Context: an optimization exercise on an open-source flow, tuned for small area, a short achievable clock period and few clock cycles. The choices shown serve that exercise and are no tape-out recipe.
At most, simulation tests tie the RTL to the original design; equivalence was not proved.
Function not checked in run 8: the RTL went through the layout flow alone.
Power is estimated from default activity; no workload was simulated.

File: flow/constraint.sdc
create_clock -name core_clock -period 5.0 [get_ports {clk}]
set_input_delay 1.0000 -clock core_clock [delete_from_list [all_inputs] [get_ports {clk}]]
set_output_delay 1.0000 -clock core_clock [all_outputs]
set_load 0.01 [all_outputs]
File: flow/config.mk
export PLATFORM = sky130hd
export DESIGN_NAME = framecore_tx
export DESIGN_NICKNAME = framecore_tx
export VERILOG_FILES = /design/flow/design.v
export SDC_FILE = /design/flow/constraint.sdc
export NUM_CORES = 4
export LEC_CHECK = 0
export CAP_MARGIN = 20
export CORE_MARGIN = 2
export CORE_UTILIZATION = 55
export CTS_BUF_LIST = sky130_fd_sc_hd__clkbuf_4 sky130_fd_sc_hd__clkbuf_8
export SETUP_SLACK_MARGIN = 1.5
export SLEW_MARGIN = 20
File: flow/design.v
module framecore_tx (
    input  wire        clk,
    input  wire        rst,             
    input  wire        cmd_valid,
    output wire        cmd_ready,
    input  wire [2:0]  cmd_op,
    input  wire [6:0]  cmd_len,
    input  wire        cmd_scheme,      
    input  wire [32:0] cmd_gen,
    input  wire [7:0]  cmd_tag_start,
    input  wire [7:0]  cmd_tag_stop,
    input  wire [7:0]  cmd_tag_esc,
    input  wire        in_valid,
    output wire        in_ready,
    input  wire [7:0]  in_data,
    output wire        out_valid,
    input  wire        out_ready,
    output wire [7:0]  out_data,
    output reg         done,
    output reg  [3:0]  res_result,
    output reg  [3:0]  res_errcode,
    output reg  [31:0] res_rem,
    output reg  [7:0]  res_olen
);
    localparam OP_NOP  = 3'd0;
    localparam OP_CENC = 3'd1;
    localparam OP_CVAL = 3'd2;
    localparam OP_PENC = 3'd3;
    localparam OP_PVAL = 3'd4;
    localparam OP_STUF = 3'd5;
    localparam OP_BLD  = 3'd6;
    localparam ERR_NONE    = 3'd0;
    localparam ERR_ILLOP   = 3'd1;
    localparam ERR_RSVD    = 3'd2;
    localparam ERR_BADLEN  = 3'd3;
    localparam ERR_BADGEN  = 3'd4;
    localparam ERR_BADTAGS = 3'd5;
    localparam IDLE  = 0;
    localparam REJ   = 1;    
    localparam START = 2;    
    localparam PAY   = 3;    
    localparam VTAIL = 4;    
    localparam FIN   = 5;    
    localparam CODE  = 6;    
    localparam STOP  = 7;    
    reg  [7:0]  s;
    reg         o_stuff, o_bld, o_val, o_pval, o_emit, o_crc, o_par;
    reg  [2:0]  errc;
    reg  [6:0]  cnt;         
    reg         last;        
    reg  [31:0] R;           
    reg  [31:0] G;           
    reg  [2:0]  rk;          
    reg  [1:0]  rlm;
    reg         rz;          
    reg  [7:1]  h;           
    reg  [2:0]  k;
    reg  [1:0]  lm1;         
    reg  [1:0]  cl;          
    reg  [7:0]  t_start, t_stop, t_esc;
    reg  [7:0]  b;           
    reg         bv;          
    reg         pend;        
    reg         ov;
    reg  [7:0]  od;
    reg         dp;          
    reg         first;       
    reg         r6;          
    reg         rv, rp;      
    reg  [2:0]  re;
    function [2:0] lzc8(input [7:0] x);
        begin
            casez (x)
                8'b1???????: lzc8 = 3'd0;
                8'b01??????: lzc8 = 3'd1;
                8'b001?????: lzc8 = 3'd2;
                8'b0001????: lzc8 = 3'd3;
                8'b00001???: lzc8 = 3'd4;
                8'b000001??: lzc8 = 3'd5;
                8'b0000001?: lzc8 = 3'd6;
                default:     lzc8 = 3'd7;
            endcase
        end
    endfunction
    function [7:1] recip(input [7:0] gt);
        reg [7:0] hh;
        integer i, j;
        begin
            hh[0] = 1'b1;
            for (i = 1; i < 8; i = i + 1) begin
                hh[i] = 1'b0;
                for (j = 1; j <= i; j = j + 1)
                    hh[i] = hh[i] ^ (gt[8 - j] & hh[i - j]);
            end
            recip = hh[7:1];
        end
    endfunction
    function [31:0] div_byte(input [31:0] r, input [31:0] g, input [7:1] hr,
                             input [1:0] lm, input [7:0] bd, input [7:0] ba);
        reg [7:0]  t, hh, q;
        reg [31:0] w;
        integer i, j;
        begin
            t = r[31:24] ^ bd;
            hh = {hr, 1'b1};
            for (i = 0; i < 8; i = i + 1) begin
                q[i] = 1'b0;
                for (j = i; j < 8; j = j + 1)
                    q[i] = q[i] ^ (t[j] & hh[j - i]);
            end
            w = {r[23:0], 8'd0};
            case (lm)
                2'd0: w[31:24] = ba;
                2'd1: w[23:16] = ba;
                2'd2: w[15:8]  = ba;
                default: w[7:0] = ba;
            endcase
            for (i = 0; i < 8; i = i + 1)
                if (q[i]) w = w ^ (g << i);
            div_byte = w;
        end
    endfunction
    function is_tag(input [7:0] x, input [7:0] s0, input [7:0] s1, input [7:0] s2);
        is_tag = (x == s0) || (x == s1) || (x == s2);
    endfunction
    wire        c_takes_len = (cmd_op >= OP_CENC) && (cmd_op <= OP_BLD);
    wire        c_uses_gen  = (cmd_op == OP_CENC) || (cmd_op == OP_CVAL) ||
                              ((cmd_op == OP_BLD) && !cmd_scheme);
    wire        c_uses_par  = (cmd_op == OP_PENC) || (cmd_op == OP_PVAL) ||
                              ((cmd_op == OP_BLD) && cmd_scheme);
    wire        c_uses_tags = (cmd_op == OP_STUF) || (cmd_op == OP_BLD);
    wire        c_tags_ok   = (cmd_tag_start != cmd_tag_stop) &&
                              (cmd_tag_start != cmd_tag_esc) &&
                              (cmd_tag_stop  != cmd_tag_esc);
    wire        c_gen_ok    = (cmd_gen[32:1] != 32'd0);
    reg  [2:0]  c_err;
    always @(*) begin
        if (cmd_op == 3'd7)                          c_err = ERR_ILLOP;
        else if (!c_takes_len && cmd_len != 7'd0)    c_err = ERR_RSVD;
        else if (c_takes_len && cmd_len > 7'd64)     c_err = ERR_BADLEN;
        else if (c_uses_gen && !c_gen_ok)            c_err = ERR_BADGEN;
        else if (c_uses_tags && !c_tags_ok)          c_err = ERR_BADTAGS;
        else                                         c_err = ERR_NONE;
    end
    wire        c_rej = (c_err != ERR_NONE) || (cmd_op == OP_NOP);
    wire        nz4   = |cmd_gen[32:25];
    wire        nz3   = |cmd_gen[24:17];
    wire        nz2   = |cmd_gen[16:9];
    wire [1:0]  c_lm1 = nz4 ? 2'd3 : nz3 ? 2'd2 : nz2 ? 2'd1 : 2'd0;
    wire [2:0]  c_k   = nz4 ? lzc8(cmd_gen[32:25]) : nz3 ? lzc8(cmd_gen[24:17]) :
                        nz2 ? lzc8(cmd_gen[16:9])  : lzc8(cmd_gen[8:1]);
    reg  [7:0]  code_b;
    always @(*) begin
        case (cl)
            2'd0: code_b = R[7:0];
            2'd1: code_b = R[15:8];
            2'd2: code_b = R[23:16];
            default: code_b = R[31:24];
        endcase
    end
    wire [7:0]  cand   = s[CODE] ? code_b : in_data;
    wire        esc    = o_emit && is_tag(cand, t_start, t_stop, t_esc);
    assign      out_valid = ov;
    assign      out_data  = od;
    wire        oslot  = !ov || out_ready;           
    wire        ofree  = oslot && !pend;             
    wire        fin_ok = !dp || ofree;               
    wire        take     = s[PAY] && in_valid && !pend && oslot;
    assign      in_ready = s[PAY] && !pend && oslot;
    wire        ci0      = (cl == ~lm1);              
    wire        start_ld = s[START] && ofree;
    wire        code_ld  = s[CODE] && !bv && !rz && ofree;
    wire        stop_ld  = s[STOP] && ofree;
    wire        pay_ld   = take && o_emit;
    wire        ld       = start_ld || code_ld || stop_ld || pay_ld;
    wire        pend_ld  = pend && oslot;
    wire        cesc     = esc && (code_ld || pay_ld);
    wire        f_b = s[REJ] || (s[FIN] && !rz) || (s[VTAIL] && !bv);
    wire        f_c = s[PAY] && (o_stuff || o_pval) && last && !pend;
    wire        f_d = !pend && ((s[CODE] && !bv && !rz && ci0 && !o_bld) || s[STOP]);
    wire        fin = (f_b && !dp) || (oslot && ((f_b && !pend) || f_d || (f_c && in_valid)));
    assign cmd_ready = s[IDLE] || fin;
    wire        g_free = !o_crc || !(s[PAY] || s[START] || s[VTAIL] || bv) ||
                         s[FIN] || vt_step;         
    wire        clr    = rz && fin_ok;               
    wire        acc    = cmd_valid && cmd_ready;
    wire [4:0]  sh      = {~lm1, k};                  
    wire [31:0] gs      = G << k;
    wire        vt_step = s[VTAIL] && !bv && fin_ok;
    wire [2:0]  m       = 3'd0 - k;                   
    wire [7:0]  fcur    = vt_step ? 8'd0 : t_start;
    wire [15:0] fpair   = {t_stop, fcur};
    wire [7:0]  fbyte   = fpair >> m;                 
    wire [31:0] r_div   = div_byte(R, gs, h, lm1, b,
                                   o_val ? fbyte : 8'd0);
    wire [7:0]  gt      = gs[31:24];
    reg         r5;
    always @(*) begin
        done        = dp && ofree;
        r5          = (rv && R != 32'd0) || (rp && R[24]);
        res_result  = {1'b0, r5 | r6, r6, r5};
        res_errcode = {1'b0, re};
        res_rem     = R >> {~rlm, rk};
    end
    always @(posedge clk) begin
        h <= recip(gt);
        if (rst) begin
            s        <= 8'd1 << IDLE;
            ov       <= 1'b0;
            pend     <= 1'b0;
            bv       <= 1'b0;
            dp       <= 1'b0;
            R        <= 32'd0;
            rz       <= 1'b0;
            res_olen <= 8'd0;
        end else begin
            if (ld) begin
                ov <= 1'b1;
                if (start_ld)     od <= t_start;
                else if (stop_ld) od <= t_stop;
                else if (esc)     od <= t_esc;
                else              od <= cand;
                first <= 1'b0;
            end else if (pend_ld) begin
                ov <= 1'b1;
                od <= b;
            end else if (out_ready)
                ov <= 1'b0;
            if (ld || pend_ld)
                res_olen <= (ld && first) ? 8'd1 : res_olen + 8'd1;
            if (pend_ld) pend <= 1'b0;
            if (cesc) pend <= 1'b1;
            if (take || cesc) b <= o_val ? 8'd0 : cand;
            if (take && o_val) t_start <= in_data;
            if (done) dp <= 1'b0;
            if (clr) begin
                R  <= 32'd0;
                rz <= 1'b0;
            end
            if (bv || vt_step) R <= r_div;
            if ((bv || vt_step) && o_val) t_stop <= t_start;
            bv <= take && o_crc;
            if (take && o_par) R[24] <= (R[24] && !rz) ^ (^in_data);
            if (take) begin
                cnt  <= cnt - 7'd1;
                last <= (cnt == 7'd2);
            end
            if (code_ld) cl <= cl - 2'd1;
            if (start_ld) begin
                s[START] <= 1'b0;
                if (cnt != 7'd0) s[PAY] <= 1'b1; else s[CODE] <= 1'b1;
            end
            if (take && last) begin
                s[PAY] <= 1'b0;
                if (o_val) begin
                    if (m != 3'd0) s[VTAIL] <= 1'b1; else s[FIN] <= 1'b1;
                end else if (!o_stuff && !o_pval)
                    s[CODE] <= 1'b1;
            end
            if (code_ld && ci0) begin
                s[CODE] <= 1'b0;
                if (o_bld) s[STOP] <= 1'b1;
            end
            if (fin) begin
                s        <= 8'd1 << IDLE;
                dp <= 1'b1;
                re <= errc;
                r6 <= (errc != ERR_NONE);
                rv <= (errc == ERR_NONE) && o_val;
                rp <= (errc == ERR_NONE) && o_pval;
                if (!s[REJ]) begin
                    if (!o_stuff) begin
                        rk  <= k;
                        rlm <= lm1;
                    end
                    if (s[FIN] || o_val || o_pval) res_olen <= 8'd0;
                end
            end
            if (cmd_valid && g_free) G <= cmd_gen[31:0] << {~c_lm1, 3'd0};
            if (acc) begin
                o_stuff  <= (cmd_op == OP_STUF);
                o_bld    <= (cmd_op == OP_BLD);
                o_val    <= (cmd_op == OP_CVAL);
                o_pval   <= (cmd_op == OP_PVAL);
                o_emit   <= c_uses_tags;
                o_crc    <= c_uses_gen;
                o_par    <= c_uses_par;
                errc     <= c_err;
                cnt      <= cmd_len;
                last     <= (cmd_len == 7'd1);
                t_start  <= cmd_tag_start;
                t_stop   <= (cmd_op == OP_CVAL) ? 8'd0 : cmd_tag_stop;
                t_esc    <= cmd_tag_esc;
                first    <= 1'b1;
                cl       <= 2'd3;
                if (c_uses_gen) begin
                    k   <= c_k;
                    lm1 <= c_lm1;
                end
                if (c_uses_par) begin
                    k   <= 3'd0;
                    lm1 <= 2'd0;
                end
                rz       <= !c_rej && (c_uses_gen || c_uses_par);
                if (c_rej)
                    s <= 8'd1 << REJ;
                else if (cmd_op == OP_BLD)
                    s <= 8'd1 << START;
                else if (cmd_len != 7'd0)
                    s <= 8'd1 << PAY;
                else if (cmd_op == OP_CENC || cmd_op == OP_PENC)
                    s <= 8'd1 << CODE;
                else
                    s <= 8'd1 << FIN;
            end
        end
    end
endmodule
File: flow/flow/run.sh
#!/bin/bash
set -euo pipefail
export BUFFER_PORTS_ARGS="-buffer_cell sky130_fd_sc_hd__buf_2"
bash standard.sh > standard_flow.log 2>&1
File: flow/standard.sh
#!/bin/bash
# synth_recipe.tcl (not shown) runs the flow's synth.tcl, then flattens the netlist and writes it again
# the make line also repeats each setting of config.mk as NAME=value (left out here)
make -C /OpenROAD-flow-scripts/flow DESIGN_CONFIG=/design/flow/config.mk WORK_HOME=/design/flow/orfs CLKGATE_MAP_FILE= SYNTH_SCRIPT=/design/flow/synth_recipe.tcl "${@:-finish}"
==> results of run 1 <==
[worst min-delay path by stage]
stage | start | endpoint | slack (ps) | cells past startpoint
finish | errc[2] | re[2] | 450 | 0
global placement | errc[1] | re[1] | 430 | 0
detailed placement | errc[2] | re[2] | 440 | 0
CTS | errc[2] | re[2] | 450 | 0
global route | errc[0] | re[0] | 490 | 0
floorplan | errc[2] | re[2] | 420 | 0
[registers in the layout (all words and copies together) (netlist names), 3 cells and up]
register  flops
od            8
re            3
res_olen      8
G            32
h             7
s             8
t_stop        8
rk            3
k             3
R            32
errc          3
cnt           7
t_start       8
t_esc         8
b             8
[stage by stage]
| stage | util, % | power, W | cell area, um2 | hold WS, ps |
|---|---|---|---|---|
| final | 63.4 | 0.00564 | 17800 | 451 |
| after global routing | 63.4 | 0.00590 | 17800 | 489 |
| after CTS | 61.9 | 0.00556 | 17400 | 454 |
| after detailed placement | 59.6 | 0.00456 | 16700 | 436 |
| after global placement | 59.6 | 0.00451 | 16700 | 430 |
| after floorplan | - | 0.00389 | 15800 | 417 |
[final cells by class]
cell class	instances	share of cell area (%)
Clock buffer	17	1.32
Clock inverter	15	0.930
Inverter	46	1.01
Multi-Input combinational cell	1487	62.1
Sequential cell	169	25.2
Tap cell	378	2.66
Timing Repair Buffer	197	6.70
[critical path, cell delays in order, from the launching register on]
cell and delay (ps):
edfxtp_1 510, buf_6 170, buf_4 130, mux4_2 540
nand2_2 100, o21ai_2 70, nand2_1 80, o21ai_0 100
a21bo_2 240, buf_2 130
[synth_stat cells, drive strengths merged (13+ instances only)]
cell type  instances
inv               45
edfxtp           109
nand2b            14
o21ai             61
nor2b             17
a22oi             30
a21oi             91
clkbuf            58
and3              13
xor2             102
o22ai             18
nor3              71
mux4              52
nand2            141
xnor2            200
a22o              40
nor4              25
mux2i             92
nor2             322
buf               53
mux2              20
xnor3             18
dfxtp             60
and2              18
[routing by layer]
layer  GRT usage (%)  vias to the layer above
met5               0                        -
met4            9.96                        0
met3            4.08                      116
met2            52.4                      709
met1            44.6                     6982
li1                -                     6648
[report_power, final]
group	total, W	internal [W]	switching (W)
Sequential	0.00164	0.00156	0.0000807
Combinational	0.00301	0.00136	0.00165
Clock	0.000994	0.000382	0.000613
Total	0.00564	0.00330	0.00234
[repair_timing]
| action | CTS | global route |
|---|---|---|
| resized for setup | 24 | 60 |
| endpoints found under the setup margin | 59 | 95 |
| endpoints found under the hold margin | 0 | 0 |
| buffers inserted | 16 | 13 |
| gates cloned | 1 | 1 |
| pin swaps | 1 | 11 |
[cells by family (layout without fill, tap and decap cells)]
kind of cell,count (synthesis),in the layout,synth area share (%)
adders and majority gates,12,12,0.937
AOI/OAI and AO/OA,322,323,13.5
and+or+nand+nor,666,666,18.7
DFF,169,169,28.4
other,1,2,0.0238
muxes,164,164,14.8
xor gates and xnor gates,320,320,19.4
buffers and inverters,157,275,4.19
==> impl_metrics.tcl, run 1 <==
set metrics [dict create \
    outcome "finished clean" \
    yosysTopAreaCellShare_pct 20.8 \
    rrSetupSlack_ps 1560 \
    m1WireLength_um 20900 \
    finalClockSkew_ps 26.6 \
    wirelength_um 49600 \
    crit_type "reg -> out" \
    r2r_start "cl[1]" \
    max-slew-margin-rel_pct 32.9 \
    gp_congestion 0.906 \
    fillers 2510 \
    final_common_cell "nor2_1" \
    grt.overflow.total 0 \
    postCtsHoldBufs 0 \
    p_leak_nw 6.93 \
    yosys.area.top_type "edfxtp_1" \
    die_height_um 173 \
    area_growth_pct 12.7 \
    met2_length_um 23200 \
    async_reset_ff_share_pct 0 \
    antenna_left 0 \
    placement_rows 61 \
    layout_common_cells "nor2_1, xnor2_1, nand2_1, buf_2, edfxtp_1" \
    clockBufferDepth 2 \
    route.vias.total 14455 \
    crit_end "res_rem[6]" \
    final_cells 2309 \
    hold_viol_final 0 \
    grt.total_usage_pct 32.1 \
    syn_area_um2 15800 \
    wl_met3_um 3940 \
    ys_types 76 \
    cts_sinks 169 \
    vdd_drop_max_uv 266 \
    grt_pass1_wl_um 76500 \
    top_layer "met4" \
    antenna_found_initial 0 \
    grt_start_max_net_pins 46 \
    port_buffers 138 \
    critPathArrivalTime_ps 2540 \
    avgViaCountPerCell 6.26 \
    r2r-end "b[6]" \
    reg2reg_depth 10 \
    fmax_ghz 0.282 \
    synth-edff-count 109 \
    cap_viol_max_count 0 \
    critPathCaptureType "output pin" \
    crit_start "rk[0]" \
    ys_seq_area_share_pct 28.4 \
    report.final.slew_viol_count 0 \
    crit_fanout 5 \
    first_pass_iters 8 \
    netlist_instances 1811 \
    path_clk_slew_ps 100 \
    dieArea_um2 30000 \
    timing.final.ws_setup_ps 1460 \
    post_drt_wl_per_cell_um 21.5 \
    ys_ff_latch 169 \
    io_pins 141 \
    setup_tns_ps 0 \
    initial_core_util_pct 56.3 \
    grt_pass1_vias 13566 \
    cts-root-buf "clkbuf_8" \
    synth_ff_type "edfxtp_1" \
    min_path_type "reg -> reg" \
    core-area_um2 28000 \
    dp_hpwl_um 35900 \
    ys_top_cells_by_area "edfxtp_1, xnor2_1, dfxtp_1" \
    die_w_um 173 \
    setup_viol 0 \
    syn_avg_cell_area_um2 8.70 \
    required_ps 4000 \
    fin_crit_sh_pct 70.8 \
    multi_input_area_um2 11000 \
    seq_area_um2 4480 \
    cts_buffers 17 \
    numPlacedInstances 2246 \
    cts_tree "yes" \
    drc_errors 0 \
    diodes 0 \
    period_needed_ps 3540 \
    drive_gt1_share_pct 19.8 \
    place_ws_ps 1040 \
    tightest_slew_ps 979 \
    rsz0062_at_grt "yes" \
    power_density_nw_per_um2 318 \
    fin_nets 2010 \
    first_iter_violations 1655 \
    setup.worst_path.start_class "flop" \
    yosys_warnings 1 \
    cts_max_level 4 \
    clk_latency_ps 480 \
]
Testbench counts, summed over its fixed seeds: cycles 11,556.
==> inputs of run 2 (changes only) <==
--- a/flow/config.mk
+++ b/flow/config.mk
@@ -7,7 +7,7 @@
 export LEC_CHECK = 0
 export CAP_MARGIN = 20
 export CORE_MARGIN = 2
-export CORE_UTILIZATION = 55
+export CORE_UTILIZATION = 40
 export CTS_BUF_LIST = sky130_fd_sc_hd__clkbuf_4 sky130_fd_sc_hd__clkbuf_8
-export SETUP_SLACK_MARGIN = 1.5
+export SETUP_SLACK_MARGIN = 1.65
 export SLEW_MARGIN = 20
==> impl_metrics.tcl, run 2 <==
set metrics [dict create \
    clk_latency_ps 490 \
    p_clk_share_pct 18.2 \
    period_needed_ps 3460 \
    fmax_ghz 0.289 \
    dieArea_um2 41000 \
    p_int_w 0.00337 \
    diodes 0 \
    ys_ff_latch 169 \
    hold-worst-slack_ps 485 \
    drive_gt1_share_pct 22.7 \
    area_growth_pct 16.2 \
    avgViaCountPerCell 5.74 \
    cts_max_level 4 \
    gp_congestion 0.970 \
    synth_mux_area_share_pct 14.8 \
    report.final.slew_viol_count 0 \
    initial_core_util_pct 40.7 \
    yosys_warnings 1 \
    grt_start_max_net_pins 45 \
    dp_hpwl_um 36200 \
    ys_top_cells_by_area "edfxtp_1, xnor2_1, dfxtp_1" \
    crit_start "rk[1]" \
    fillers 3727 \
    p_leak_nw 7.06 \
    p_comb_share_pct 52.7 \
    top_regs "G x32, R x32" \
    syn_avg_cell_area_um2 8.70 \
    setup_tns_ps 0 \
    critPathCaptureType "output pin" \
    yosysTopAreaCellShare_pct 20.8 \
    first_iter_violations 1413 \
    cts-root-buf "clkbuf_8" \
    yosysMostFrequentCell "nor2_1" \
    switchingPower_w 0.00226 \
    rsz0062_at_grt "yes" \
    port_buffers 138 \
    ys_types 76 \
    synth_compound_area_share_pct 13.5 \
    cts_tree "yes" \
    cts_sinks 169 \
    cts_buffers 17 \
    die_w_um 202 \
    ys_seq_area_share_pct 28.4 \
    outcome "finished clean" \
    synth_top_family_by_area "XOR/XNOR gates" \
    required_ps 4000 \
    crit_end "res_rem[0]" \
    grt_pass1_vias 13309 \
    synth_ff_type "edfxtp_1" \
    core-area_um2 38700 \
    crit_type "reg -> out" \
    cap_viol_max_count 0 \
    rrSetupSlack_ps 1640 \
    max-slew-margin-rel_pct 27.7 \
    antenna_found_initial 0 \
    placement_rows 72 \
    finalClockSkew_ps 26.7 \
    critPathArrivalTime_ps 2460 \
    setup.worst_path.start_class "flop" \
    route.vias.total 14175 \
    postCtsHoldBufs 0 \
    yosys.area.top_type "edfxtp_1" \
    fin_nets 2030 \
    first_pass_iters 6 \
    final_common_cell "nor2_1" \
    layout_common_cells "nor2_1, xnor2_1, nand2_1, buf_2, edfxtp_1" \
    post_drt_wl_per_cell_um 20.1 \
    synth_xor_area_share_pct 19.4 \
    synth-simple-area-share_pct 18.7 \
    wirelength_um 49600 \
    syn_area_um2 15800 \
    hold_viol_final 0 \
    grt.total_usage_pct 23.2 \
    clockBufferDepth 2 \
    tightest_slew_ps 1080 \
    async_reset_ff_share_pct 0 \
    die_height_um 202 \
    r2r-end "b[4]" \
    crit_fanout 6 \
    power_density_nw_per_um2 308 \
    min_path_type "reg -> reg" \
    fin_crit_sh_pct 69.3 \
    antenna_left 0 \
    netlist_instances 1811 \
    synth-edff-count 109 \
    synth_commonest_cells "nor2_1, xnor2_1, nand2_1" \
    switching_share_pct 40.2 \
    io_pins 141 \
    seqPwrFrac_pct 29.2 \
    path_clk_slew_ps 100 \
    r2r_start "cl[1]" \
    grt_pass1_wl_um 75900 \
    synth_fa_ha_area_share_pct 0.937 \
    setup_viol 0 \
    reg2reg_depth 10 \
    grt.overflow.total 0 \
    drc_errors 0 \
    vdd_drop_max_uv 237 \
]
[run 2: routing by layer]
layer / global-route usage [%] / vias to the layer above / wire [um]
met5: 0 / - / 0
met4: 5.06 / 0 / 818
met3: 3.50 / 70 / 4110
met2: 35.7 / 670 / 22100
met1: 34.4 / 6750 / 22500
li1: - / 6685 / -
[run 2: area by class of cell]
type                       count  area (um2)  share of cell area (%)
multi-input combinational   1487       11200                    61.1
sequential                   169        4490                    24.5
timing repair buffer         217        1390                    7.61
tap                          518         648                    3.54
clock buffer                  17         234                    1.28
inverter                      46         183                   0.998
clock inverter                15         173                   0.943
[run 2: timing repair]
item                       4_1_cts  5_1_grt
setup endpoints to repair      161      110
gates resized for setup         62       91
cloned                           0        2
buffers inserted                24       20
pin swaps                        5       21
[run 2: logic make-up after synthesis]
kind of cell	count (synthesis)
AND/OR/NAND/NOR	666
adder cells (fa/ha/maj)	12
AO/OA/AOI/OAI	322
buffers and inverters	157
XOR/XNOR	320
other	1
flip-flops	169
multiplexers	164
[run 2: critical path, cell delays in order (launching register included)]
cell	delay, ps
edfxtp_1	520
buf_6	180
mux2_2	360
nor2_1	110
a21oi_1	80
mux4_2	460
nand2_1	80
o21ai_1	70
buf_2	140
[run 2: worst min-delay path by stage]
stage / slack, ps / end / cells past startpoint / from
2_1_floorplan: 420 / re[2] / 0 / errc[2]
3_3_place_gp: 460 / re[2] / 0 / errc[2]
3_5_place_dp: 450 / re[0] / 0 / errc[0]
4_1_cts: 480 / re[0] / 0 / errc[0]
5_1_grt: 500 / re[0] / 0 / errc[0]
6_report: 490 / re[0] / 0 / errc[0]
[run 2: power by group through the flow]
stage,combinational [W],sequential (W),clock (W)
floorplan,0.00226,0.00163,0
global placement,0.00277,0.00167,0
detailed placement,0.00280,0.00167,0
CTS,0.00284,0.00164,0.00104
global route,0.00319,0.00165,0.00110
finish,0.00297,0.00164,0.00102
[run 2: per-stage QoR]
stage | instance area (um2) | utilization [%] | cells | setup WS (ps) | power [W]
4_1_cts | 17800 | 45.8 | 2447 | 1520 | 0.00551
6_report | 18300 | 47.3 | 2469 | 1540 | 0.00563
2_1_floorplan | 15800 | - | 1812 | 1660 | 0.00389
5_1_grt | 18300 | 47.3 | 2469 | 1460 | 0.00594
3_3_place_gp | 16900 | 43.7 | 2391 | 1020 | 0.00444
3_5_place_dp | 16900 | 43.7 | 2391 | 961 | 0.00447
==> inputs of run 3 (changes only) <==
--- a/flow/config.mk
+++ b/flow/config.mk
@@ -9,5 +9,5 @@
 export CORE_MARGIN = 2
 export CORE_UTILIZATION = 40
 export CTS_BUF_LIST = sky130_fd_sc_hd__clkbuf_4 sky130_fd_sc_hd__clkbuf_8
-export SETUP_SLACK_MARGIN = 1.65
+export SETUP_SLACK_MARGIN = 1.4
 export SLEW_MARGIN = 20
==> impl_metrics.tcl, run 3 <==
set metrics [dict create \
    netlist_instances 1811 \
    cap_viol_max_count 0 \
    timing.final.ws_setup_ps 1520 \
    required_ps 4000 \
    p_leak_nw 6.89 \
    top_regs "G x32, R x32" \
    ys_types 76 \
    outcome "finished clean" \
    vdd_drop_max_uv 209 \
    grt_pass1_wl_um 76300 \
    setup.worst_path.start_class "flop" \
    grt_start_max_net_pins 46 \
    seq_area_um2 4480 \
    yosysMostFrequentCell "nor2_1" \
    cp_slowest_cell "mux4_2" \
    placement_rows 72 \
    initial_core_util_pct 40.7 \
    max-slew-margin-rel_pct 30.3 \
    cp_top_family "multiplexers" \
    grt.total_usage_pct 23.4 \
    area_growth_pct 12.2 \
    gp_congestion 0.900 \
    ys_top_cells_by_area "edfxtp_1, xnor2_1, dfxtp_1" \
    ys_ff_latch 169 \
    core-area_um2 38700 \
    rsz0062_at_grt "yes" \
    yosysTopAreaCellShare_pct 20.8 \
    path_cells "buf_6 > mux4_2 > mux4_2 > nand2_1 > o21ai_0 > buf_2" \
    period_needed_ps 3480 \
    io_pins 141 \
    power_density_nw_per_um2 317 \
    crit_top_cell "mux4_2" \
    numPlacedInstances 2392 \
    report.final.slew_viol_count 0 \
    hold_viol_final 0 \
    ys_seq_area_share_pct 28.4 \
    finalClockSkew_ps 18.5 \
    clk_latency_ps 490 \
    final_common_cell "nor2_1" \
    grt.overflow.total 0 \
    cts_buffers 17 \
    die_w_um 202 \
    crit_fanout 12 \
    syn_area_um2 15800 \
    fin_crit_sh_pct 69.7 \
    fillers 3892 \
    syn_avg_cell_area_um2 8.70 \
    antenna_found_initial 0 \
    clockBufferDepth 2 \
    diodes 0 \
    place_area_um2 16900 \
    layout_common_cells "nor2_1, xnor2_1, nand2_1, buf_2, edfxtp_1" \
    fin_nets 2005 \
    post_drt_wl_per_cell_um 19.7 \
    cts_max_level 4 \
    critPathArrivalTime_ps 2480 \
    synth_commonest_cells "nor2_1, xnor2_1, nand2_1" \
    path_clk_slew_ps 90 \
    crit_type "reg -> out" \
    wirelength_um 48200 \
    drc_errors 0 \
    setup_viol 0 \
    first_iter_violations 1198 \
    tightest_slew_ps 1040 \
    die_height_um 202 \
    synth_ff_type "edfxtp_1" \
    cp_num_buf_inv 2 \
    postCtsHoldBufs 0 \
    min_path_type "reg -> reg" \
    place_ws_ps 1100 \
    first_pass_iters 6 \
    avgViaCountPerCell 5.69 \
    final_cells 2444 \
    synth-edff-count 109 \
    dp_hpwl_um 36600 \
    grt_pass1_vias 13325 \
    yosys_warnings 1 \
    slowest_delay_ps 510 \
    fin_area_um2 17700 \
    setup_tns_ps 0 \
    cts_tree "yes" \
    drive_gt1_share_pct 17.8 \
    antenna_left 0 \
    port_buffers 138 \
    async_reset_ff_share_pct 0 \
    dieArea_um2 41000 \
    critPathCaptureType "output pin" \
    cts_sinks 169 \
    yosys.area.top_type "edfxtp_1" \
    fmax_ghz 0.287 \
    cts-root-buf "clkbuf_8" \
    route.vias.total 13905 \
    multi_input_area_um2 10800 \
]
-- run 3: cell counts after synthesis --
Identical to the previous run, type by type.
-- run 3: area by class of cell --
cell class / count / share of cell area, %
clock buffer: 21 / 1.49
clock inverter: 11 / 0.969
inverter: 46 / 1.01
multi-input combinational: 1486 / 61.0
sequential: 169 / 25.3
tap: 518 / 3.67
timing repair buffer: 193 / 6.56
-- run 3: metal layers --
metal  part of all wire (%)  vias up  track usage [%]  routed length, um
li1                       -     6642                -                  -
met1                     47     6659             34.8              22700
met2                     45      557             36.4              21700
met3                    6.7       47             2.44               3220
met4                    1.3        0             5.45                643
met5                      0        -                0                  0
-- run 3: worst paths after layout --
check	endpoint	cells after the start	slack, ps	startpoint
setup / recovery	res_rem[0]	6	1520	rk[0]
setup reg to reg	b[6]	11	1570	cl[1]
hold / removal	re[0]	0	480	errc[0]
hold reg to reg	re[0]	0	480	errc[0]
-- run 3: kinds of logic after synthesis --
| logic type | share of synthesized area, % |
|---|---|
| multiplexers | 14.8 |
| buffers and inverters | 4.19 |
| flip-flops | 28.4 |
| AND/OR/NAND/NOR | 18.7 |
| AO/OA/AOI/OAI | 13.5 |
| other | 0.0238 |
| XOR/XNOR | 19.4 |
| adder cells (fa/ha/maj) | 0.937 |
-- run 3: stage by stage --
| stage | util, % | hold WS [ps] | total power, W |
|---|---|---|---|
| final | 45.6 | 481 | 0.00561 |
| after global routing | 45.6 | 503 | 0.00591 |
| after CTS | 45.2 | 486 | 0.00558 |
| after detailed placement | 43.7 | 446 | 0.00448 |
| after global placement | 43.7 | 459 | 0.00444 |
| after floorplan | - | 417 | 0.00389 |
-- run 3: worst reg2reg max path, stage by stage (launching register included) --
cell      delay (ps)
edfxtp_1         430
inv_1             90
ha_1             290
a222oi_1         380
mux2i_1          190
mux2i_4          240
xor2_1           170
nand4_1          130
or4_4            600
a211o_1          350
a21oi_4          160
buf_12           150
-- run 3: where the power goes --
part / internal, W / switching (W)
clock: 0.000569 / 0.000531
combinational: 0.00134 / 0.00153
sequential: 0.00156 / 0.0000814
total: 0.00346 / 0.00214
-- run 3: what timing repair did --
action	in CTS	in global routing
hold endpoints to repair	0	0
pin swaps	1	1
setup buffers	8	12
gates resized for setup	10	19
setup endpoints to repair	42	43
==> inputs of run 4 (changes only) <==
--- a/flow/config.mk
+++ b/flow/config.mk
@@ -7,7 +7,7 @@
 export LEC_CHECK = 0
 export CAP_MARGIN = 20
 export CORE_MARGIN = 2
-export CORE_UTILIZATION = 40
+export CORE_UTILIZATION = 45
 export CTS_BUF_LIST = sky130_fd_sc_hd__clkbuf_4 sky130_fd_sc_hd__clkbuf_8
-export SETUP_SLACK_MARGIN = 1.4
+export SETUP_SLACK_MARGIN = 1.5
 export SLEW_MARGIN = 20
==> impl_metrics.tcl, run 4 <==
set metrics [dict create \
    antenna_left 0 \
    min_path_type "reg -> reg" \
    synth-edff-count 109 \
    grt.overflow.total 0 \
    final_cells 2389 \
    outcome "finished clean" \
    die_height_um 191 \
    setup.worst_path.start_class "flop" \
    crit_type "reg -> out" \
    clockBufferDepth 2 \
    cap_viol_max_count 0 \
    hold_path_depth 0 \
    yosysMostFrequentCell "nor2_1" \
    fin_crit_sh_pct 69.7 \
    crit_fanout 12 \
    syn_area_um2 15800 \
    synth_commonest_cells "nor2_1, xnor2_1, nand2_1" \
    fmax_ghz 0.287 \
    area_growth_pct 12.2 \
    path_clk_slew_ps 90 \
    final_common_cell "nor2_1" \
    rsz0062_at_grt "yes" \
    synth_fa_ha_area_share_pct 0.937 \
    cts_buffers 17 \
    gp_congestion 0.962 \
    layout_common_cells "nor2_1, xnor2_1, nand2_1, buf_2, edfxtp_1" \
    die_w_um 191 \
    synth_xor_area_share_pct 19.4 \
    p_leak_nw 6.91 \
    top_regs "G x32, R x32" \
    finalClockSkew_ps 16.6 \
    drive_gt1_share_pct 18.8 \
    avgViaCountPerCell 5.95 \
    first_pass_iters 8 \
    postCtsHoldBufs 0 \
    drc_errors 0 \
    grt.total_usage_pct 26.5 \
    hold_viol_final 0 \
    reg2reg_depth 10 \
    setup_tns_ps 0 \
    timing.final.ws_setup_ps 1520 \
    yosys_warnings 1 \
    io_pins 141 \
    ys_types 76 \
    required_ps 4000 \
    initial_core_util_pct 45.6 \
    antenna_found_initial 1 \
    critPathCaptureType "output pin" \
    dieArea_um2 36500 \
    ys_ff_latch 169 \
    max-slew-margin-rel_pct 28.5 \
    wirelength_um 49100 \
    dp_hpwl_um 36700 \
    yosys.area.top_type "edfxtp_1" \
    period_needed_ps 3480 \
    synth_ff_type "edfxtp_1" \
    core-area_um2 34500 \
    setup_viol 0 \
    first_iter_violations 1449 \
    grt_start_max_net_pins 45 \
    port_buffers 138 \
    synth_compound_area_share_pct 13.5 \
    route.vias.total 14207 \
    finish.utilization_pct 51.2 \
    yosysTopAreaCellShare_pct 20.8 \
    numPlacedInstances 2336 \
    placement_rows 68 \
    vdd_drop_max_uv 187 \
    critPathArrivalTime_ps 2480 \
    netlist_instances 1811 \
    diodes 0 \
    clk_latency_ps 480 \
    cts_tree "yes" \
    hold-worst-slack_ps 471 \
    ys_seq_area_share_pct 28.4 \
    syn_avg_cell_area_um2 8.70 \
    post_drt_wl_per_cell_um 20.6 \
    synth_mux_area_share_pct 14.8 \
    grt_pass1_vias 13159 \
    ys_top_cells_by_area "edfxtp_1, xnor2_1, dfxtp_1" \
    cts-root-buf "clkbuf_8" \
    place_ws_ps 1170 \
    cts_sinks 169 \
    cts_max_level 4 \
    tightest_slew_ps 1060 \
    fin_nets 2013 \
    report.final.slew_viol_count 0 \
    fillers 3277 \
    power_density_nw_per_um2 312 \
    synth_top_family_by_area "XOR/XNOR gates" \
    grt_pass1_wl_um 75600 \
    async_reset_ff_share_pct 0 \
    synth-simple-area-share_pct 18.7 \
]
==> run 4: cell counts after synthesis <==
No cell type changed its count.
==> run 4: power breakdown <==
group	switching [W]	internal [W]	total, W
Clock	0.000562	0.000408	0.000970
Combinational	0.00156	0.00134	0.00290
Sequential	0.0000794	0.00156	0.00164
==> run 4: final timing paths <==
check             slack, ps     from    endpoint
setup reg to reg       1550    cl[1]        b[5]
hold reg to reg         470  errc[1]       re[1]
setup / recovery       1520    rk[0]  res_rem[0]
hold / removal          470  errc[1]       re[1]
==> run 4: area by class of cell <==
cell class | count | area [um2] | area share (%)
Timing Repair Buffer | 201 | 1190 | 6.75
Sequential cell | 169 | 4480 | 25.3
Tap cell | 455 | 569 | 3.22
Clock buffer | 18 | 241 | 1.37
Inverter | 46 | 178 | 1.01
Multi-Input combinational cell | 1486 | 10900 | 61.6
Clock inverter | 14 | 134 | 0.758
==> run 4: per-stage QoR <==
step	area, um2	total power [W]
2_1_floorplan	15800	0.00389
3_3_place_gp	16900	0.00446
3_5_place_dp	16900	0.00450
4_1_cts	17500	0.00548
5_1_grt	17700	0.00579
6_report	17700	0.00551
==> run 4: repair_timing <==
action	4_1_cts	5_1_grt
endpoints found under the setup margin	52	69
pin swaps	1	6
setup buffers	16	5
gates resized for setup	17	37
==> run 4: routing by layer <==
metal  share of wire [%]  wire, um  GRT usage (%)  vias up
li1                    -         -              -     6653
met1                  45     22000           38.2     6816
met2                  45     22200           41.5      653
met3                 7.8      3840           3.91       85
met4                 2.3      1130           7.22        0
met5                   0         0              0        -
==> run 4: kinds of logic after synthesis <==
family | count (synthesis)
XOR/XNOR | 320
adder cells (fa/ha/maj) | 12
other | 1
AND/OR/NAND/NOR | 666
multiplexers | 164
flip-flops | 169
buffers and inverters | 157
AO/OA/AOI/OAI | 322
==> run 4: worst max-delay path: stages (launching register included) <==
cell and delay [ps]:
edfxtp_1 420, buf_6 170, inv_1 300, mux2i_1 360, mux2i_1 170, mux2_2 290
o21ai_0 150, buf_2 150
==> inputs of run 5 (changes only) <==
--- a/flow/config.mk
+++ b/flow/config.mk
@@ -7,7 +7,8 @@
 export LEC_CHECK = 0
 export CAP_MARGIN = 20
 export CORE_MARGIN = 2
-export CORE_UTILIZATION = 45
+export CORE_UTILIZATION = 40
 export CTS_BUF_LIST = sky130_fd_sc_hd__clkbuf_4 sky130_fd_sc_hd__clkbuf_8
+export CTS_CLUSTER_SIZE = 30
 export SETUP_SLACK_MARGIN = 1.5
 export SLEW_MARGIN = 20
==> impl_metrics.tcl, run 5 <==
set metrics [dict create \
    outcome "finished clean" \
    grt_pass1_wl_um 76300 \
    synth_commonest_cells "nor2_1, xnor2_1, nand2_1" \
    crit_fanout 12 \
    cts_buffers 17 \
    report.final.slew_viol_count 0 \
    wirelength_um 48300 \
    timing.final.ws_setup_ps 1520 \
    yosysMostFrequentCell "nor2_1" \
    antenna_left 0 \
    switchingPower_w 0.00213 \
    period_needed_ps 3480 \
    final_common_cell "nor2_1" \
    gp_congestion 0.900 \
    power_density_nw_per_um2 315 \
    async_reset_ff_share_pct 0 \
    area_growth_pct 12.7 \
    yosysTopAreaCellShare_pct 20.8 \
    port_buffers 138 \
    fillers 3876 \
    first_iter_violations 1205 \
    setup_tns_ps 0 \
    grt.total_usage_pct 23.4 \
    dp_hpwl_um 36600 \
    finalClockSkew_ps 19.6 \
    switching_share_pct 38.1 \
    syn_avg_cell_area_um2 8.70 \
    die_w_um 202 \
    dieArea_um2 41000 \
    ys_seq_area_share_pct 28.4 \
    cts_max_level 4 \
    post_drt_wl_per_cell_um 19.7 \
    fmax_ghz 0.288 \
    top_regs "G x32, R x32" \
    path_cells "buf_6 > mux4_2 > mux4_2 > nand2_1 > o21ai_0 > buf_2" \
    crit_top_cell "mux4_2" \
    io_pins 141 \
    tightest_slew_ps 1050 \
    drc_errors 0 \
    clk_latency_ps 490 \
    seq_area_um2 4480 \
    setup_viol 0 \
    cap_viol_max_count 0 \
    cp_slowest_cell "mux4_2" \
    worstSetupPathDepth 6 \
    cts_sinks 169 \
    rsz0062_at_grt "yes" \
    postCtsHoldBufs 0 \
    diodes 0 \
    max-slew-margin-rel_pct 29.5 \
    reg2reg_depth 10 \
    multi_input_area_um2 10800 \
    die_height_um 202 \
    place_ws_ps 1100 \
    critPathCaptureType "output pin" \
    critPathArrivalTime_ps 2480 \
    syn_area_um2 15800 \
    clockBufferDepth 2 \
    synth-edff-count 109 \
    p_leak_nw 6.89 \
    ys_top_cells_by_area "edfxtp_1, xnor2_1, dfxtp_1" \
    route.vias.total 13958 \
    core-area_um2 38700 \
    slowest_delay_ps 520 \
    crit_type "reg -> out" \
    avgViaCountPerCell 5.71 \
    setup.worst_path.start_class "flop" \
    cts_tree "yes" \
    cp_num_buf_inv 2 \
    path_clk_slew_ps 90 \
    vdd_drop_max_uv 204 \
    ys_types 76 \
    grt_start_max_net_pins 46 \
    cts-root-buf "clkbuf_8" \
    place_area_um2 16900 \
    required_ps 4000 \
    fin_area_um2 17800 \
    fin_nets 2005 \
    fin_crit_sh_pct 69.5 \
    yosys_warnings 1 \
    finish.utilization_pct 45.8 \
    drive_gt1_share_pct 18.4 \
    antenna_found_initial 0 \
    p_comb_share_pct 51.1 \
    netlist_instances 1811 \
    placement_rows 72 \
    cp_top_family "multiplexers" \
    layout_common_cells "nor2_1, xnor2_1, nand2_1, buf_2, edfxtp_1" \
    ys_ff_latch 169 \
    seqPwrFrac_pct 29.3 \
    synth_ff_type "edfxtp_1" \
    p_clk_share_pct 19.6 \
    yosys.area.top_type "edfxtp_1" \
    grt_pass1_vias 13351 \
    initial_core_util_pct 40.7 \
    p_int_w 0.00347 \
    hold_path_depth 0 \
    hold_viol_final 0 \
    min_path_type "reg -> reg" \
    first_pass_iters 7 \
    grt.overflow.total 0 \
]
-- run 5: cell counts after synthesis --
No cell type changed its count.
-- run 5: logic make-up (layout without fill, tap and decap cells) --
logic type	after synthesis	count (layout)	synth area share, %
xor gates and xnor gates	320	320	19.4
adders and majority gates	12	12	0.937
muxes	164	164	14.8
and+or+nand+nor	666	666	18.7
AOI/OAI and AO/OA	322	322	13.5
DFF	169	169	28.4
buffers and inverters	157	271	4.19
other	1	2	0.0238
-- run 5: timing repair --
| item | CTS | global route |
|---|---|---|
| gates resized for setup | 18 | 31 |
| pin swaps | 1 | 2 |
| setup buffers | 11 | 9 |
| gates cloned | 0 | 0 |
| endpoints found under the setup margin | 57 | 51 |
-- run 5: power by group through the flow --
stage / clock (W) / sequential (W) / combinational (W)
floorplan: 0 / 0.00163 / 0.00226
global placement: 0 / 0.00167 / 0.00277
detailed placement: 0 / 0.00167 / 0.00281
CTS: 0.00112 / 0.00164 / 0.00284
global route: 0.00117 / 0.00165 / 0.00310
finish: 0.00110 / 0.00164 / 0.00286
-- run 5: area by class of cell --
| type | instances | area share [%] |
|---|---|---|
| Clock buffer | 21 | 1.49 |
| Clock inverter | 11 | 0.965 |
| Multi-Input combinational cell | 1486 | 61.1 |
| Sequential cell | 169 | 25.2 |
| Tap cell | 518 | 3.65 |
| Inverter | 46 | 1.01 |
| Timing Repair Buffer | 193 | 6.59 |
-- run 5: routing by layer --
metal	GRT usage (%)	vias to the layer above	routed length (um)
met5	0	-	0
li1	-	6641	-
met1	34.8	6698	22400
met3	2.50	65	3440
met4	5.45	0	772
met2	36.4	554	21600
-- run 5: stage by stage --
step           total power [W]  hold slack, ps  cells
2_1_floorplan          0.00389             417   1812
3_3_place_gp           0.00444             459   2392
3_5_place_dp           0.00448             446   2392
4_1_cts                0.00559             486   2435
5_1_grt                0.00591             503   2444
6_report               0.00560             479   2444
-- run 5: final timing paths --
check | from | to | slack [ps]
setup reg to reg | R[30] | R[29] | 1620
setup / recovery | rk[0] | res_rem[0] | 1520
hold reg to reg | errc[0] | re[0] | 480
hold / removal | errc[0] | re[0] | 480
==> inputs of run 6 (changes only) <==
--- a/flow/config.mk
+++ b/flow/config.mk
@@ -9,6 +9,5 @@
 export CORE_MARGIN = 2
 export CORE_UTILIZATION = 40
 export CTS_BUF_LIST = sky130_fd_sc_hd__clkbuf_4 sky130_fd_sc_hd__clkbuf_8
-export CTS_CLUSTER_SIZE = 30
 export SETUP_SLACK_MARGIN = 1.5
 export SLEW_MARGIN = 20
==> impl_metrics.tcl, run 6 <==
set metrics [dict create \
    die_height_um 202 \
    clk_latency_ps 490 \
    cts_tree "yes" \
    syn_area_um2 15800 \
    report.final.slew_viol_count 0 \
    area_growth_pct 12.7 \
    required_ps 4000 \
    switchingPower_w 0.00213 \
    setup_tns_ps 0 \
    synth_ff_type "edfxtp_1" \
    cts_sinks 169 \
    drc_errors 0 \
    final_common_cell "nor2_1" \
    max-slew-margin-rel_pct 29.5 \
    p_int_w 0.00347 \
    critPathArrivalTime_ps 2480 \
    diodes 0 \
    grt.total_usage_pct 23.4 \
    die_w_um 202 \
    crit_end "res_rem[0]" \
    r2r_start "R[30]" \
    cts-root-buf "clkbuf_8" \
    ys_seq_area_share_pct 28.4 \
    placement_rows 72 \
    core-area_um2 38700 \
    async_reset_ff_share_pct 0 \
    finalPower_w 0.00560 \
    fillers 3876 \
    grt.overflow.total 0 \
    gp_congestion 0.900 \
    fmax_ghz 0.288 \
    port_buffers 138 \
    cts_max_level 4 \
    first_pass_iters 7 \
    finalClockSkew_ps 19.6 \
    grt_pass1_vias 13351 \
    seqPwrFrac_pct 29.3 \
    initial_core_util_pct 40.7 \
    p_clk_share_pct 19.6 \
    yosys_warnings 1 \
    cap_viol_max_count 0 \
    clockBufferDepth 2 \
    io_pins 141 \
    ys_top_cells_by_area "edfxtp_1, xnor2_1, dfxtp_1" \
    critPathCaptureType "output pin" \
    grt_pass1_wl_um 76300 \
    r2r-end "R[29]" \
    netlist_instances 1811 \
    top_regs "G x32, R x32" \
    yosys.area.top_type "edfxtp_1" \
    ys_types 76 \
    reg2reg_depth 10 \
    switching_share_pct 38.1 \
    avgViaCountPerCell 5.71 \
    route.vias.total 13958 \
    antenna_found_initial 0 \
    antenna_left 0 \
    layout_common_cells "nor2_1, xnor2_1, nand2_1, buf_2, edfxtp_1" \
    synth_commonest_cells "nor2_1, xnor2_1, nand2_1" \
    path_clk_slew_ps 90 \
    power_density_nw_per_um2 315 \
    post_drt_wl_per_cell_um 19.7 \
    crit_start "rk[0]" \
    first_iter_violations 1205 \
    crit_type "reg -> out" \
    wirelength_um 48300 \
    min_path_type "reg -> reg" \
    dp_hpwl_um 36600 \
    cts_buffers 17 \
    yosysTopAreaCellShare_pct 20.8 \
    rrSetupSlack_ps 1620 \
    drive_gt1_share_pct 18.4 \
    setup_viol 0 \
    p_leak_nw 6.89 \
    dieArea_um2 41000 \
    finish.utilization_pct 45.8 \
    place_area_um2 16900 \
    fin_crit_sh_pct 69.5 \
    rsz0062_at_grt "yes" \
    vdd_drop_max_uv 204 \
    grt_start_max_net_pins 46 \
    hold_viol_final 0 \
    fin_nets 2005 \
    period_needed_ps 3480 \
    crit_fanout 12 \
    yosysMostFrequentCell "nor2_1" \
    postCtsHoldBufs 0 \
    setup.worst_path.start_class "flop" \
    outcome "finished clean" \
    fin_area_um2 17800 \
    tightest_slew_ps 1050 \
    ys_ff_latch 169 \
    synth-edff-count 109 \
    syn_avg_cell_area_um2 8.70 \
    p_comb_share_pct 51.1 \
]
==> run 6: cell counts after synthesis <==
No cell type changed its count.
==> run 6: how the worst min path moves through the flow <==
stage / start / endpoint / cells after the start
final: errc[0] / re[0] / 0
after global routing: errc[0] / re[0] / 0
after CTS: errc[0] / re[0] / 0
after detailed placement: errc[0] / re[0] / 0
after global placement: errc[0] / re[0] / 0
after floorplan: errc[2] / re[2] / 0
==> run 6: final cells by class <==
type,count,area [um2],area share [%]
Timing Repair Buffer,193,1170,6.59
Inverter,46,179,1.01
Clock inverter,11,171,0.965
Multi-Input combinational cell,1486,10800,61.1
Clock buffer,21,264,1.49
Tap cell,518,648,3.65
Sequential cell,169,4480,25.2
==> run 6: power by group through the flow <==
stage | clock [W] | sequential, W | combinational (W)
final | 0.00110 | 0.00164 | 0.00286
after global routing | 0.00117 | 0.00165 | 0.00310
after CTS | 0.00112 | 0.00164 | 0.00284
after detailed placement | 0 | 0.00167 | 0.00281
after global placement | 0 | 0.00167 | 0.00277
after floorplan | 0 | 0.00163 | 0.00226
==> run 6: worst max-delay path, cell delays in order, from the launching register on <==
cell and delay [ps]:
edfxtp_1 440, buf_6 200, mux4_2 520, mux4_2 480
nand2_1 70, o21ai_0 100, buf_2 180
==> run 6: what timing repair did <==
action	CTS	global route
endpoints found under the setup margin	57	51
gates resized for setup	18	31
buffers inserted	11	9
pin swaps	1	2
==> run 6: stage by stage <==
step                hold slack (ps)  cells  worst slack, ps
floorplan                       417   1812             1550
global placement                459   2392             1230
detailed placement              446   2392             1100
CTS                             486   2435             1500
global route                    503   2444             1410
finish                          479   2444             1520
==> run 6: cells by family after synthesis <==
logic type      Yosys count  synth area share [%]
simple gates            666                  18.7
compound gates          322                  13.5
xor+xnor                320                  19.4
flops                   169                  28.4
mux                     164                  14.8
buf+inv                 157                  4.19
fa+ha+maj                12                 0.937
other cells               1                0.0238
==> run 6: per-layer routing <==
metal  track usage (%)  share of wire, %  vias to the layer above
li1                  -                 -                     6641
met1              34.8                46                     6698
met2              36.4                45                      554
met3              2.50               7.1                       65
met4              5.45               1.6                        0
met5                 0                 0                        -
==> inputs of run 7 (changes only) <==
==> flow/flow/run.sh (replaced) <==
#!/bin/bash
set -euo pipefail
export BUFFER_PORTS_ARGS="-buffer_cell sky130_fd_sc_hd__buf_1"
bash standard.sh > standard_flow.log 2>&1
==> impl_metrics.tcl, run 7 <==
set metrics [dict create \
    p_clk_share_pct 18.9 \
    vdd_drop_max_uv 223 \
    post_drt_wl_per_cell_um 19.9 \
    synth_mux_area_share_pct 14.8 \
    path_clk_slew_ps 100 \
    synth_commonest_cells "nor2_1, xnor2_1, nand2_1" \
    setup_viol 0 \
    first_iter_violations 1415 \
    finalClockSkew_ps 25.7 \
    synth-simple-area-share_pct 18.7 \
    cap_viol_max_count 0 \
    grt_start_max_net_pins 46 \
    required_ps 4000 \
    first_pass_iters 10 \
    cp_num_buf_inv 3 \
    tightest_slew_ps 1200 \
    route.vias.total 13990 \
    ys_top_cells_by_area "edfxtp_1, xnor2_1, dfxtp_1" \
    synth_top_family_by_area "XOR/XNOR gates" \
    wirelength_um 48700 \
    fin_nets 2012 \
    clk_latency_ps 510 \
    port_buffers 138 \
    dieArea_um2 41000 \
    rsz0062_at_grt "yes" \
    async_reset_ff_share_pct 0 \
    yosys_warnings 1 \
    final_common_cell "nor2_1" \
    power_density_nw_per_um2 315 \
    hp-start "errc[2]" \
    slowest_delay_ps 510 \
    crit_top_cell "mux2i_1" \
    period_needed_ps 3530 \
    yosysTopAreaCellShare_pct 20.8 \
    p_leak_nw 6.49 \
    hold_viol_final 0 \
    top_regs "G x32, R x32" \
    area_growth_pct 12.3 \
    drc_errors 0 \
    report.final.slew_viol_count 0 \
    path_cells "buf_6 > buf_4 > mux4_2 > mux2i_1 > mux2i_1 > mux2_2 > buf_2" \
    grt_pass1_vias 13097 \
    diodes 0 \
    synth_fa_ha_area_share_pct 0.937 \
    die_height_um 202 \
    min_path_type "reg -> reg" \
    grt.overflow.total 0 \
    grt.total_usage_pct 23.2 \
    ys_types 76 \
    clockBufferDepth 2 \
    postCtsHoldBufs 0 \
    drive_gt1_share_pct 13.2 \
    critPathCaptureType "output pin" \
    netlist_instances 1811 \
    crit_type "reg -> out" \
    layout_common_cells "nor2_1, xnor2_1, nand2_1, buf_1, edfxtp_1" \
    die_w_um 202 \
    cp_slowest_cell "mux4_2" \
    fillers 3815 \
    crit_fanout 7 \
    cts_max_level 4 \
    gp_congestion 0.968 \
    synth-edff-count 109 \
    avgViaCountPerCell 5.71 \
    setup.worst_path.start_class "flop" \
    ys_ff_latch 169 \
    cts_buffers 17 \
    critPathArrivalTime_ps 2530 \
    synth_xor_area_share_pct 19.4 \
    core-area_um2 38700 \
    outcome "finished clean" \
    p_comb_share_pct 51.8 \
    synth_ff_type "edfxtp_1" \
    synth_compound_area_share_pct 13.5 \
    antenna_found_initial 1 \
    switching_share_pct 38.8 \
    yosys.area.top_type "edfxtp_1" \
    cts_sinks 169 \
    io_pins 141 \
    placement_rows 72 \
    fin_crit_sh_pct 70.5 \
    cp_top_family "multiplexers" \
    cts_tree "yes" \
    dp_hpwl_um 36500 \
    grt_pass1_wl_um 75300 \
    antenna_left 0 \
    yosysMostFrequentCell "nor2_1" \
    fmax_ghz 0.284 \
    switchingPower_w 0.00216 \
    ys_seq_area_share_pct 28.4 \
    syn_avg_cell_area_um2 8.70 \
    max-slew-margin-rel_pct 19.3 \
    p_int_w 0.00341 \
    cts-root-buf "clkbuf_8" \
    hold-worst-slack_ps 468 \
    crit_start "rk[0]" \
    initial_core_util_pct 40.7 \
    r2r_start "R[25]" \
    setup_tns_ps 0 \
    syn_area_um2 15800 \
    seqPwrFrac_pct 29.4 \
]
-- run 7: cell counts after synthesis --
No cell type changed its count.
-- run 7: final cells by class --
| class | instances | area, um2 | share of cell area (%) |
|---|---|---|---|
| Clock buffer | 20 | 263 | 1.48 |
| Clock inverter | 12 | 148 | 0.834 |
| Inverter | 46 | 179 | 1.01 |
| Multi-Input combinational cell | 1486 | 10900 | 61.8 |
| Sequential cell | 169 | 4480 | 25.3 |
| Tap cell | 518 | 648 | 3.66 |
| Timing Repair Buffer | 199 | 1040 | 5.88 |
| Timing Repair inverter | 1 | 5.00 | 0.0283 |
-- run 7: worst paths after layout --
check	end	slack (ps)	depth (start not counted)
min reg2reg	re[2]	470	0
max	res_rem[4]	1470	7
max reg2reg	R[29]	1620	9
min	re[2]	470	0
-- run 7: logic make-up (layout without fill, tap and decap cells) --
logic type / Yosys count / after routing
muxes: 164 / 164
xor gates and xnor gates: 320 / 320
AOI/OAI and AO/OA: 322 / 322
other: 1 / 2
adders and majority gates: 12 / 12
DFF: 169 / 169
buffers and inverters: 157 / 278
and+or+nand+nor: 666 / 666
-- run 7: per-layer routing --
layer	vias to the layer above	GRT usage [%]	wire length (um)
li1	6652	-	-
met1	6710	34.6	22700
met2	576	35.7	21900
met3	52	2.73	3400
met4	0	6.05	618
met5	-	0	0
-- run 7: power by group through the flow --
stage / Clock, W / Combinational [W] / Sequential [W]
finish: 0.00105 / 0.00289 / 0.00164
global route: 0.00112 / 0.00310 / 0.00164
floorplan: 0 / 0.00226 / 0.00163
detailed placement: 0 / 0.00280 / 0.00167
global placement: 0 / 0.00277 / 0.00167
CTS: 0.00107 / 0.00283 / 0.00164
-- run 7: metrics by stage --
step / setup WS, ps / cells / cell area, um2 / power (W) / utilization, %
4_1_cts: 1430 / 2439 / 17400 / 0.00553 / 44.9
3_5_place_dp: 1190 / 2392 / 16700 / 0.00447 / 43.2
3_3_place_gp: 1270 / 2392 / 16700 / 0.00444 / 43.2
2_1_floorplan: 1550 / 1812 / 15800 / 0.00389 / -
5_1_grt: 1370 / 2451 / 17700 / 0.00587 / 45.7
6_report: 1470 / 2451 / 17700 / 0.00558 / 45.7
-- run 7: repair_timing --
action,CTS,global route
setup endpoints to repair,57,54
gates resized for setup,29,59
cloned,0,1
setup buffers,15,11
pin swaps,1,8
==> inputs of run 8 (changes only) <==
--- a/flow/design.v
+++ b/flow/design.v
@@ -57,6 +57,7 @@
     reg  [2:0]  k;
     reg  [1:0]  lm1;         
     reg  [1:0]  cl;          
+    reg         ci0;         
     reg  [7:0]  t_start, t_stop, t_esc;
     reg  [7:0]  b;           
     reg         bv;          
@@ -167,7 +168,6 @@
     wire        fin_ok = !dp || ofree;               
     wire        take     = s[PAY] && in_valid && !pend && oslot;
     assign      in_ready = s[PAY] && !pend && oslot;
-    wire        ci0      = (cl == ~lm1);              
     wire        start_ld = s[START] && ofree;
     wire        code_ld  = s[CODE] && !bv && !rz && ofree;
     wire        stop_ld  = s[STOP] && ofree;
@@ -245,7 +245,10 @@
                 cnt  <= cnt - 7'd1;
                 last <= (cnt == 7'd2);
             end
-            if (code_ld) cl <= cl - 2'd1;
+            if (code_ld) begin
+                cl  <= cl - 2'd1;
+                ci0 <= (cl - 2'd1 == ~lm1);
+            end
             if (start_ld) begin
                 s[START] <= 1'b0;
                 if (cnt != 7'd0) s[PAY] <= 1'b1; else s[CODE] <= 1'b1;
@@ -293,6 +296,7 @@
                 t_esc    <= cmd_tag_esc;
                 first    <= 1'b1;
                 cl       <= 2'd3;
+                ci0      <= !c_uses_gen || (c_lm1 == 2'd0);
                 if (c_uses_gen) begin
                     k   <= c_k;
                     lm1 <= c_lm1;
==> flow/flow/run.sh (replaced) <==
#!/bin/bash
set -euo pipefail
export BUFFER_PORTS_ARGS="-buffer_cell sky130_fd_sc_hd__buf_2"
bash standard.sh > standard_flow.log 2>&1
==> impl_metrics.tcl, run 8 <==
set metrics [dict create \
    outcome "finished clean" \
    finish.utilization_pct 46.0 \
    dp_hpwl_um 36900 \
    place_ws_ps 964 \
    path_clk_slew_ps 100 \
    slowest_delay_ps 490 \
    cts-root-buf "clkbuf_8" \
    fmax_ghz 0.284 \
    post_drt_wl_per_cell_um 20.5 \
    synth_xor_area_share_pct 20.3 \
    finalClockSkew_ps 28.5 \
    drc_errors 0 \
    r2r-end "R[31]" \
    antenna_found_initial 2 \
    setup_viol 0 \
    setup_tns_ps 0 \
    required_ps 4000 \
    place_area_um2 17200 \
    cts_sinks 170 \
    dieArea_um2 41600 \
    ys_ff_latch 170 \
    power_density_nw_per_um2 310 \
    drive_gt1_share_pct 19.8 \
    cts_max_level 4 \
    r2r_start "b[7]" \
    postCtsHoldBufs 0 \
    grt_pass1_vias 13548 \
    yosysTopAreaCellShare_pct 20.6 \
    p_leak_nw 7.35 \
    critPathArrivalTime_ps 2520 \
    synth-edff-count 110 \
    fin_crit_sh_pct 70.4 \
    setup.worst_path.start_class "flop" \
    hold_viol_final 0 \
    yosysMostFrequentCell "nor2_1" \
    layout_common_cells "nor2_1, nand2_1, xnor2_1, buf_2, edfxtp_1" \
    synth_fa_ha_area_share_pct 0.860 \
    die_w_um 204 \
    yosys.area.top_type "edfxtp_1" \
    synth_top_family_by_area "XOR/XNOR gates" \
    final_common_cell "nor2_1" \
    synth-simple-area-share_pct 19.2 \
    first_pass_iters 6 \
    cp_top_family "multiplexers" \
    vdd_drop_max_uv 235 \
    yosys_warnings 1 \
    hold_end "re[0]" \
    rsz0062_at_grt "yes" \
    min_path_type "reg -> reg" \
    netlist_instances 1835 \
    cp_num_buf_inv 2 \
    cts_tree "yes" \
    avgViaCountPerCell 5.77 \
    core-area_um2 39600 \
    hp-start "errc[0]" \
    grt.overflow.total 0 \
    placement_rows 73 \
    synth_commonest_cells "nor2_1, xnor2_1, nand2_1" \
    fin_area_um2 18200 \
    synth_mux_area_share_pct 14.0 \
    area_growth_pct 14.0 \
    reg2reg_depth 13 \
    crit_type "reg -> out" \
    first_iter_violations 1404 \
    initial_core_util_pct 40.4 \
    rrSetupSlack_ps 1600 \
    diodes 0 \
    io_pins 141 \
    antenna_left 0 \
    grt_start_max_net_pins 50 \
    synth_ff_type "edfxtp_1" \
    cp_slowest_cell "mux4_2" \
    cts_buffers 17 \
    fin_nets 2040 \
    cap_viol_max_count 0 \
    clockBufferDepth 2 \
    path_cells "buf_4 > mux2_2 > nor2_1 > a21oi_1 > mux4_2 > nand2_1 > o21ai_0 > buf_2" \
    hold-worst-slack_ps 475 \
    ys_types 73 \
    report.final.slew_viol_count 0 \
    gp_congestion 0.912 \
    timing.final.ws_setup_ps 1480 \
    port_buffers 138 \
    route.vias.total 14345 \
    period_needed_ps 3520 \
    die_height_um 204 \
    ys_seq_area_share_pct 28.1 \
    synth_compound_area_share_pct 12.9 \
    grt_pass1_wl_um 78100 \
    ys_top_cells_by_area "edfxtp_1, nor2_1, xnor2_1" \
    syn_area_um2 16000 \
    clk_latency_ps 500 \
    async_reset_ff_share_pct 0 \
    wirelength_um 50800 \
    crit_fanout 5 \
    max-slew-margin-rel_pct 31.0 \
    critPathCaptureType "output pin" \
    hold_path_depth 0 \
    syn_avg_cell_area_um2 8.72 \
    top_regs "G x32, R x32" \
    tightest_slew_ps 1030 \
    grt.total_usage_pct 24.1 \
]
-- run 8: changes by cell type in the layout (fill, tap and decap cells not counted), sizes merged, moves of 16 or more --
cell | before | now
xnor2 | 200 | 155
a22oi | 30 | 46
nor2 | 322 | 415
a22o | 40 | 18
xnor3 | 18 | 53
xor2 | 102 | 81
nor3 | 71 | 19
-- run 8: per-layer routing --
layer  GRT usage (%)  vias up  share of wire, %
li1                -     6670                 -
met1            34.8     6888                44
met2            36.1      668                44
met3            4.40      117               8.7
met4            8.05        2               3.3
met5               0        -             0.026
-- run 8: kinds of logic (layout without fill, tap and decap cells) --
kind of cell | after synthesis | in the layout
flip-flops | 170 | 170
XOR/XNOR | 287 | 289
other | 1 | 2
multiplexers | 168 | 168
AO/OA/AOI/OAI | 312 | 312
adder cells (fa/ha/maj) | 11 | 11
AND/OR/NAND/NOR | 719 | 719
buffers and inverters | 167 | 290
-- run 8: cell type report --
| cell class | instances | area (um2) |
|---|---|---|
| clock inverter | 15 | 150 |
| timing repair buffer | 208 | 1300 |
| multi-input combinational | 1501 | 11200 |
| fill | 3881 | 21400 |
| sequential | 170 | 4510 |
| clock buffer | 17 | 234 |
| inverter | 50 | 199 |
| tap | 525 | 657 |
-- run 8: repair_timing --
action                     CTS  global route
pin swaps                    6             7
gates cloned                 2             0
setup endpoints to repair   72            58
setup buffers               18            10
resized for setup           38            51
-- run 8: worst max-delay path by stage --
stage	slack [ps]	to	start	depth (start not counted)
2_1_floorplan	1530	cmd_ready	out_ready	8
3_3_place_gp	980	cmd_ready	out_ready	9
3_5_place_dp	960	cmd_ready	out_ready	9
4_1_cts	1470	res_rem[4]	rk[0]	8
5_1_grt	1410	res_rem[6]	rk[0]	8
6_report	1480	res_rem[0]	rk[1]	8
-- run 8: per-stage QoR --
stage                     total power, W  instances
final                            0.00566       2486
after global routing             0.00592       2486
after CTS                        0.00555       2476
after detailed placement         0.00446       2424
after global placement           0.00441       2424
after floorplan                  0.00393       1836
-- run 8: where the power goes --
group / switching, W / internal [W]
clock: 0.000614 / 0.000372
combinational: 0.00144 / 0.00159
sequential: 0.0000797 / 0.00157
total: 0.00213 / 0.00353

## afterwards: timing with drivers on the ports
How much do the figures lean on ideal ports? The routed layouts below were timed once more, with nothing changed but the port constraints.
Step 1, drivers: a clkbuf_16 drives clk and a buf_2 each remaining input, both assumed.
Step 2 moves the port delays by t, midway between the first and last clock arrival at a register: inputs arrive t later, outputs are due t later. That takes back most of the time a late clock gives input paths.
Three values: ideal, step 1, step 2; two values: the first two.
| run | shift t [ns] | setup WS [ns] | hold WS [ns] | worst setup path at the end | worst data-port slew with drivers (ns) |
|---|---|---|---|---|---|
| run 1 | 0.520 | 1.460 / 1.410 / 1.347 | 0.451 / 0.451 / 0.451 | input to register | 0.03 |
| run 2 | 0.516 | 1.537 / 1.494 / 1.301 | 0.485 / 0.485 / 0.485 | input to register | 0.04 |
| run 3 | 0.526 | 1.515 / 1.472 / 1.436 | 0.481 / 0.481 / 0.481 | input to register | 0.04 |
| run 4 | 0.521 | 1.517 / 1.471 / 1.382 | 0.471 / 0.471 / 0.471 | input to register | 0.04 |
| run 5 | 0.524 | 1.524 / 1.481 / 1.424 | 0.479 / 0.479 / 0.479 | input to register | 0.04 |
| run 6 | 0.524 | 1.524 / 1.481 / 1.424 | 0.479 / 0.479 / 0.479 | input to register | 0.04 |
| run 7 | 0.542 | 1.474 / 1.431 / 1.459 | 0.468 / 0.468 / 0.468 | input to register | 0.05 |
| run 8 | 0.544 | 1.482 / 1.428 / 1.225 | 0.475 / 0.475 / 0.475 | input to register | 0.05 |
After both steps setup and hold are still met in every run listed. The setup slack of run 8, which loses most, moves by -0.054 ns with the drivers and by -0.257 ns with both steps.
